From an optimization exercise on the open Yosys and OpenROAD flow, aimed at small area and a short achievable clock period; shortcuts taken in it are not production practice. Where RTL was checked, it was by simulation tests only, not by an equivalence proof against the original. Power is estimated from default activity; no workload was simulated.

Design pocsag_rx, start of the top module:
module pocsag_rx (
    input  wire        clk,
    input  wire        rst,
    input  wire        in_valid,
    input  wire [15:0] in_sample,
    output wire        pre_found,
    output wire        sync_found,
    output wire        out_valid,
    output wire [3:0]  out_index,
    output wire [31:0] out_word,
    output wire        out_fail,
    output wire        out_addr
);
    localparam [31:0] SYNC_WORD = 32'h7CD215D8;
    localparam [1:0] S_PRE   = 2'd0,
                     S_SYNC  = 2'd1,
                     S_BATCH = 2'd2;
    wire        acc = in_valid & ~rst;
    wire        sg  = in_sample[15];
    reg  [1:0]  icnt;          
    reg         v_r;           
    reg         vg_r;          
    reg         l_r;           
    reg  [15:0] s_r;           
    reg  [15:0] q_r;           
    reg         ci_r;          
    reg         c7_r;          
    reg         sg_r;          
    reg  [22:0] magp;
    reg  [24:0] c_r;
    wire [15:0] x_in = in_sample ^ {16{sg}};    
    wire [22:0] magp_n;
    wire [24:0] c_n;
    wire [24:0] rs_n, rk_n;
    slc_upd u_upd (
        .v      (v_r),
        .vg     (vg_r),
        .l      (l_r),
        .magp   (magp),
        .c      (c_r),
        .s      (s_r),
        .q      (q_r),
        .ci     (ci_r),
        .sg     (sg_r),
        .c7     (c7_r),
        .magp_n (magp_n),
        .c_n    (c_n),
        .rs     (rs_n),
        .rk     (rk_n)
    );
    always @(posedge clk) begin
        l_r  <= (icnt == 2'd3);
        vg_r <= acc;
        s_r  <= acc ? in_sample : 16'd0;
        q_r  <= acc ? (in_sample ^ {16{~sg}}) : 16'd0;
        ci_r <= acc & ~sg;
        c7_r <= acc & ({1'b0, magp_n[6:0]} + {1'b0, x_in[6:0]} + {7'd0, sg} > 8'd127);
        sg_r <= acc & sg;
        if (rst) begin
            icnt <= 2'd0;
            v_r  <= 1'b0;
            magp <= 23'd0;
            c_r  <= 25'd0;
        end else begin
            if (in_valid)
                icnt <= icnt + 2'd1;
            v_r  <= in_valid;
            magp <= magp_n;
            c_r  <= c_n;
        end
    end
    reg  [1:0]   state;
    reg  [31:0]  sr;           
    reg  [31:0]  xr;           
    reg  [511:0] fq;           
    wire in_pre   = (state == S_PRE);
    wire in_sync  = (state == S_SYNC);
  ...
export LEC_CHECK = 0
export CAP_MARGIN = 20
export CORE_MARGIN = 2
export CORE_UTILIZATION = 40
export CTS_BUF_LIST = sky130_fd_sc_hd__clkbuf_8
export PLACE_DENSITY = 0.75
export SLEW_MARGIN = 20
export SYNTH_HIERARCHICAL = 1
create_clock -name core_clock -period 12.0 [get_ports {clk}]
standard.sh (not shown) runs the stock make flow with config.mk's settings and CLKGATE_MAP_FILE= SYNTH_SCRIPT=/design/flow/synth_recipe.tcl, a recipe that flattens the netlist after the stock synthesis.
==> flow/flow/run.sh <==
#!/bin/bash
# The standard layout (standard synthesis and the ORFS steps unchanged),
# with two differences:
# - the port buffers that buffer_ports inserts are sky130_fd_sc_hd__buf_4
#   instead of the cell it picks by default (clkdlybuf4s50_1, a delay
#   cell); every input and output port still gets its own buffer;
# - repair_timing works on every path with less than 8 ns of setup slack
#   (SETUP_SLACK_MARGIN), so it sizes up the gates on the critical paths.
#   The clock period and the constraints are the standard flow's own.
# make's output goes to standard.log; ORFS keeps each step's log under
# orfs/logs.
set -euo pipefail
export BUFFER_PORTS_ARGS="-buffer_cell sky130_fd_sc_hd__buf_4"
export SETUP_SLACK_MARGIN=8
bash standard.sh > standard.log 2>&1
==> next run, changes <==
--- a/flow/design.v
+++ b/flow/design.v
@@ -131,37 +131,35 @@
         for (i = 0; i < 24; i = i + 1) begin : g_pg
             if (i == 0) begin : g_0
                 pg0 u_p (.t(t[0]), .c(ch[0]), .k(~sg), .g(g[0]), .p(p[0]));
             end else if (i < 17) begin : g_i
                 pgk u_p (.t(t[i]), .c(ch[i]), .tp(t[i-1]), .cp(ch[i-1]), .dp(qs[i-1]),
                          .g(g[i]), .p(p[i]));
             end else begin : g_i1
                 pgk1 u_p (.t(t[i]), .c(ch[i]), .tp(t[i-1]), .cp(ch[i-1]), .g(g[i]), .p(p[i]));
             end
         end
     endgenerate
-    wire glo, ghin, phin, ghi, phi, c24n;
+    wire glo, ghin, phin, c24;
     pfx_gtree_gp #(.W(16)) u_tl (.g(g[15:0]), .p(p[15:0]), .co(glo), .po());
     pfx_gtree_gp #(.W(8))  u_th (.g(g[23:16]), .p(p[23:16]), .co(ghin), .po(phin));
-    cl_inv u_ig (.a(ghin), .y(ghi));
-    cl_inv u_ip (.a(phin), .y(phi));
-    cl_ga  u_tj (.g(ghi), .p(phi), .gl(glo), .gn(c24n));
+    cl_node #(.PI(1), .PJ(0)) u_tj (.gi(ghin), .pi(phin), .gj(glo), .pj(1'b0), .go(c24), .po());
     wire tt;                   
     top24 u_top (.t(t[24]), .c(ch[24]), .tp(t[23]), .cp(ch[23]), .y(tt));
     wire pa = dv & in_pre  & (tt ? m1 : m0);
     wire pb = dv & in_pre  & (tt ? m0 : m1);
     wire sa = dv & in_sync & sm & ~tt;
     wire sb = dv & in_sync & sm &  tt;
-    cl_muxi u_b  (.s(c24n), .a(tt), .b(~tt), .y(b_n));
-    cl_muxi u_pf (.s(c24n), .a(pa), .b(pb), .y(pre_dn));
-    cl_muxi u_sf (.s(c24n), .a(sa), .b(sb), .y(sync_dn));
+    cl_muxi u_b  (.s(c24), .a(~tt), .b(tt), .y(b_n));
+    cl_muxi u_pf (.s(c24), .a(pb), .b(pa), .y(pre_dn));
+    cl_muxi u_sf (.s(c24), .a(sb), .b(sa), .y(sync_dn));
 endmodule
 module c42t (
     input  wire a, input wire b, input wire c, input wire d,
     output wire co, output wire t
 );
     wire ab, cd;
     cl_x2  u_ab (.a(a), .b(b), .y(ab));
     cl_x2  u_cd (.a(c), .b(d), .y(cd));
     cl_x2  u_t  (.a(ab), .b(cd), .y(t));
     cl_maj u_co (.a(a), .b(b), .c(c), .y(co));
 endmodule
@@ -471,25 +469,22 @@
     assign y = (a & b) | (a & c) | (b & c);
 endmodule
 module cl_pg (input wire a, input wire b, output wire g, output wire p);
     assign g = a & b;
     assign p = a | b;
 endmodule
 module cl_gpa (input wire g, input wire p, input wire gl, input wire pl,
                output wire gn, output wire pn);
     assign gn = ~(g | (p & gl));
     assign pn = ~(p & pl);
 endmodule
-module cl_ga (input wire g, input wire p, input wire gl, output wire gn);
-    assign gn = ~(g | (p & gl));
-endmodule
 module cl_gpo (input wire gn, input wire pn, input wire gln, input wire pln,
                output wire g, output wire p);
     assign g = ~(gn & (pn | gln));
     assign p = ~(pn | pln);
 endmodule
 module pocsag_bch (
     input  wire [31:0] cw_in,
     output reg  [31:0] cw_out,
     output reg         fail
 );
     localparam [32*11-1:0] SYN_TAB = {
@@ -655,45 +650,47 @@
         .cw_out (corr),
         .fail   (cfail)
     );
     always @(posedge clk) begin
         if (rst) begin
             start_r <= 1'b0;
             ovalid  <= 1'b0;
         end else begin
             start_r <= complete;
             ovalid  <= load;
         end
-        oidx  <= start_r ? 4'd0 : oidx + 4'd1;
-        ofail <= cfail;
-        oaddr <= ~head[31];
+        if (load) begin
+            oidx  <= start_r ? 4'd0 : oidx + 4'd1;
+            ofail <= cfail;
+            oaddr <= ~head[31];
+        end
     end
     wire [31:0] fq_in;
     genvar j;
     generate
         for (j = 0; j < 32; j = j + 1) begin : g_in
             if (j == 0) begin : g0
                 assign fq_in[j] = in_pre ? xr[31] : b_r;
             end else begin : gj
                 assign fq_in[j] = in_pre ? fq[15*32 + j - 1] : sr[j-1];
             end
         end
     endgenerate
     wire fq_en = (bv_r & in_pre) | push | load;
     always @(posedge clk) begin
         if (bv_r)
             sr <= {sr[30:0], b_r};
         if (in_pre) begin
             if (bv_r)
                 xr <= {xr[30:0], sr[31]};
-        end else begin
+        end else if (load) begin
             xr <= corr;
         end
         if (fq_en)
             fq <= {fq[479:0], fq_in};
     end
     always @(posedge clk) begin
         if (rst) begin
             state  <= S_PRE;
             pheld  <= 10'd0;
             ptrans <= 10'd0;
             scnt   <= 5'd0;
=> Cell area shrinks slightly; total power shrinks slightly; routed wire length grows by a few percent; die area grows slightly; setup slack gains 7.2 ps.
The RTL of the first run of this note was laid out without a check of its function.

orange:
pocsag_rx, a different RTL version from the one above (not shown whole).
Size: roughly 2500 cells after synthesis, roughly 60 I/O pins, about 33000 um^2 of cells after synthesis.
==> module pocsag_rx, before the edit <==
module pocsag_rx (
    input  wire        clk,
    input  wire        rst,
    input  wire        in_valid,
    input  wire [15:0] in_sample,
    output wire        pre_found,
    output wire        sync_found,
    output wire        out_valid,
    output wire [3:0]  out_index,
    output wire [31:0] out_word,
    output wire        out_fail,
    output wire        out_addr
);
    localparam [31:0] SYNC_WORD = 32'h7CD215D8;
    localparam [1:0] S_PRE   = 2'd0,
                     S_SYNC  = 2'd1,
                     S_BATCH = 2'd2;
    wire        acc = in_valid & ~rst;
    wire        sg  = in_sample[15];
    reg  [1:0]  icnt;          
    reg         v_r;           
    reg         vg_r;          
    reg         l_r;           
    reg  [15:0] s_r;           
    reg  [15:0] q_r;           
    reg         ci_r;          
    reg         c7_r;          
    reg         sg_r;          
    reg  [22:0] magp;
    reg  [24:0] c_r;
    wire [15:0] x_in = in_sample ^ {16{sg}};    
    wire [22:0] magp_n;
    wire [24:0] c_n;
    wire [24:0] rs_n, rk_n;
    slc_upd u_upd (
        .v      (v_r),
        .vg     (vg_r),
        .l      (l_r),
        .magp   (magp),
        .c      (c_r),
        .s      (s_r),
        .q      (q_r),
        .ci     (ci_r),
        .sg     (sg_r),
        .c7     (c7_r),
        .magp_n (magp_n),
        .c_n    (c_n),
        .rs     (rs_n),
        .rk     (rk_n)
    );
    always @(posedge clk) begin
        l_r  <= (icnt == 2'd3);
        vg_r <= acc;
        s_r  <= acc ? in_sample : 16'd0;
        q_r  <= acc ? (in_sample ^ {16{~sg}}) : 16'd0;
        ci_r <= acc & ~sg;
        c7_r <= acc & ({1'b0, magp_n[6:0]} + {1'b0, x_in[6:0]} + {7'd0, sg} > 8'd127);
        sg_r <= acc & sg;
        if (rst) begin
            icnt <= 2'd0;
            v_r  <= 1'b0;
            magp <= 23'd0;
            c_r  <= 25'd0;
        end else begin
            if (in_valid)
                icnt <= icnt + 2'd1;
            v_r  <= in_valid;
            magp <= magp_n;
            c_r  <= c_n;
        end
    end
    reg  [1:0]   state;
    reg  [31:0]  sr;           
    reg  [31:0]  xr;           
    reg  [511:0] fq;           
    wire in_pre   = (state == S_PRE);
    wire in_sync  = (state == S_SYNC);
    wire in_batch = (state == S_BATCH);
    reg  m0_r, m1_r;           
    reg  sm_r;                 
    wire b_n, pre_dn, sync_dn;
    wire dv = acc & (icnt == 2'd3);
    slc_dec u_dec (
        .s       (in_sample),
        .rs      (rs_n),
        .rk      (rk_n),
        .dv      (dv),
        .in_pre  (in_pre),
        .in_sync (in_sync),
        .m0      (m0_r),
        .m1      (m1_r),
        .sm      (sm_r),
        .b_n     (b_n),
        .pre_dn  (pre_dn),
        .sync_dn (sync_dn)
    );
    reg bv_r, b_rn, pre_rn, sync_rn;
    always @(posedge clk) begin
        bv_r    <= dv;
        b_rn    <= b_n;
        pre_rn  <= pre_dn;
        sync_rn <= sync_dn;
    end
    wire b_r = ~b_rn;
    assign pre_found  = ~pre_rn;
    assign sync_found = ~sync_rn;
    reg  [9:0] pheld;
    reg  [9:0] ptrans;
    wire       pfull   = (pheld == 10'd576);
    wire       held    = (pheld != 10'd0);
    wire       t_sub   = pfull & (fq[511] ^ fq[479]);
    wire       inc0    = held &  sr[0];
    wire       inc1    = held & ~sr[0];
    wire       nfull   = pfull | (pheld == 10'd575);
    wire       ge518   = (ptrans >= 10'd518);
    wire       ge519   = (ptrans >= 10'd519);
    wire       ge520   = (ptrans >= 10'd520);
    reg  [4:0] scnt;
    reg  [3:0] widx;
    always @(posedge clk) begin
        m0_r <= nfull & ((inc0 & ~t_sub) ? ge518 : (~inc0 & t_sub) ? ge520 : ge519);
        m1_r <= nfull & ((inc1 & ~t_sub) ? ge518 : (~inc1 & t_sub) ? ge520 : ge519);
        sm_r <= (scnt == 5'd31) && (sr[30:0] == SYNC_WORD[31:1]);
    end
    wire inc  = b_r ? inc1 : inc0;
    wire pm_r = b_r ? m1_r : m0_r;
    reg        start_r;
    reg        ovalid;
    reg  [3:0] oidx;
    reg        ofail, oaddr;
    wire push     = bv_r & in_batch & (scnt == 5'd31);
    wire complete = push & (widx == 4'd15);
    wire load     = start_r | (ovalid & (oidx != 4'd15));
    wire [31:0] head = fq[511:480];
    wire [31:0] corr;
    wire        cfail;
    pocsag_bch u_bch (
        .cw_in  (head),
        .cw_out (corr),
        .fail   (cfail)
    );
    always @(posedge clk) begin
        if (rst) begin
            start_r <= 1'b0;
            ovalid  <= 1'b0;
        end else begin
            start_r <= complete;
            ovalid  <= load;
        end
        oidx  <= start_r ? 4'd0 : oidx + 4'd1;
        ofail <= cfail;
        oaddr <= ~head[31];
    end
    wire [31:0] fq_in;
    genvar j;
    generate
        for (j = 0; j < 32; j = j + 1) begin : g_in
            if (j == 0) begin : g0
                assign fq_in[j] = in_pre ? xr[31] : b_r;
            end else begin : gj
                assign fq_in[j] = in_pre ? fq[15*32 + j - 1] : sr[j-1];
            end
        end
    endgenerate
    wire fq_en = (bv_r & in_pre) | push | load;
    always @(posedge clk) begin
        if (bv_r)
            sr <= {sr[30:0], b_r};
        if (in_pre) begin
            if (bv_r)
                xr <= {xr[30:0], sr[31]};
        end else begin
            xr <= corr;
        end
        if (fq_en)
            fq <= {fq[479:0], fq_in};
    end
    always @(posedge clk) begin
        if (rst) begin
            state  <= S_PRE;
            pheld  <= 10'd0;
            ptrans <= 10'd0;
            scnt   <= 5'd0;
            widx   <= 4'd0;
        end else if (bv_r) begin
            case (state)
                S_PRE: begin
                    if (pm_r) begin
                        pheld  <= 10'd0;
                        ptrans <= 10'd0;
                        scnt   <= 5'd0;
                        state  <= S_SYNC;
                    end else begin
                        if (!pfull)
                            pheld <= pheld + 10'd1;
                        if (inc & ~t_sub)
                            ptrans <= ptrans + 10'd1;
                        else if (~inc & t_sub)
                            ptrans <= ptrans - 10'd1;
                    end
                end
                S_SYNC: begin
                    if (sm_r & ~b_r) begin
                        scnt  <= 5'd0;
                        widx  <= 4'd0;
                        state <= S_BATCH;
                    end else if (scnt != 5'd31) begin
                        scnt <= scnt + 5'd1;
                    end
                end
                S_BATCH: begin
                    scnt <= scnt + 5'd1;
                    if (scnt == 5'd31) begin
                        widx <= widx + 4'd1;
                        if (widx == 4'd15)
                            state <= S_SYNC;
                    end
                end
                default: state <= S_PRE;
            endcase
        end
    end
    assign out_valid = ovalid;
    assign out_index = oidx;
    assign out_word  = xr;
    assign out_fail  = ofail;
    assign out_addr  = oaddr;
endmodule
export LEC_CHECK = 0
export CAP_MARGIN = 20
export CORE_MARGIN = 2
export CORE_UTILIZATION = 40
export CTS_BUF_LIST = sky130_fd_sc_hd__clkbuf_8
export SLEW_MARGIN = 20
export SYNTH_HIERARCHICAL = 1
create_clock -name core_clock -period 12.0 [get_ports {clk}]
Scripts as last shown in full above: flow/flow/run.sh
Here is what was changed in the inputs of blue compared with orange.
-- flow/design.v --
<<< orange, line 659
            ovalid  <= load;
        end
        oidx  <= start_r ? 4'd0 : oidx + 4'd1;
        ofail <= cfail;
        oaddr <= ~head[31];
    end
    wire [31:0] fq_in;
>>> blue, line 659
            ovalid  <= load;
        end
        if (load) begin
            oidx  <= start_r ? 4'd0 : oidx + 4'd1;
            ofail <= cfail;
            oaddr <= ~head[31];
        end
    end
    wire [31:0] fq_in;
<<< orange, line 681
            if (bv_r)
                xr <= {xr[30:0], sr[31]};
        end else begin
            xr <= corr;
        end
>>> blue, line 683
            if (bv_r)
                xr <= {xr[30:0], sr[31]};
        end else if (load) begin
            xr <= corr;
        end
- orange has higher cell count of the worst reg-to-reg path than blue.
- | worst path setup slack after routing | blue vs orange | 20 ps higher |
- Higher worst slew slack as a fraction of its limit goes to blue over orange.
- Against orange, blue reports a combined area of all synthesized cells that is higher.
- Diff orange..blue | total negative setup slack | unchanged
- Relative to orange, share of the final layout cell area in multi-input gates has increased by 0.32 points in blue.
- Going from orange to blue, die outline height did not really move, met1 layer usage reported by global route went up.
- Power share of the clock group, blue and orange: higher on orange
- Largest net degree at the start of global routing was lower in blue than in orange.
- On blue: global router's overall resource usage is 0.59 points higher than what orange gave.
- First-pass GRT wire length, blue and orange: lower on orange
No functional check of the RTL was part of orange.

[static timing again, ports no longer ideal]
The results above use ideal ports. As a check the final layouts listed here were re-extracted and re-timed, cells and wires unchanged.
Step 1 sets driving cells, clkbuf_16 on the clock port and buf_2 on the other inputs (assumed; they add their load-dependent delay and slew).
Step 2 times the ports against the registers' clock, not the clock port: input delays grow and output delays shrink by t, the midpoint of the rising clock arrivals with the driver on.
Three values: ideal, step 1, step 2; two values: the first two.
run | t, ns | slack for setup (ns) | worst setup path after step 2
the first run of note 1 | 0.764 | 8.163 / 8.062 / 7.298 | input to register
the second run of note 1 | 0.751 | 8.170 / 8.114 / 7.433 | input to register
orange | 0.758 | 8.122 / 8.011 / 7.254 | input to register
blue | 0.766 | 8.143 / 8.143 / 7.420 | input to register
After both steps setup and hold are still met in every run listed. For orange, which loses most, drivers alone change the setup slack by -0.111 ns; drivers and shift together by -0.868 ns.
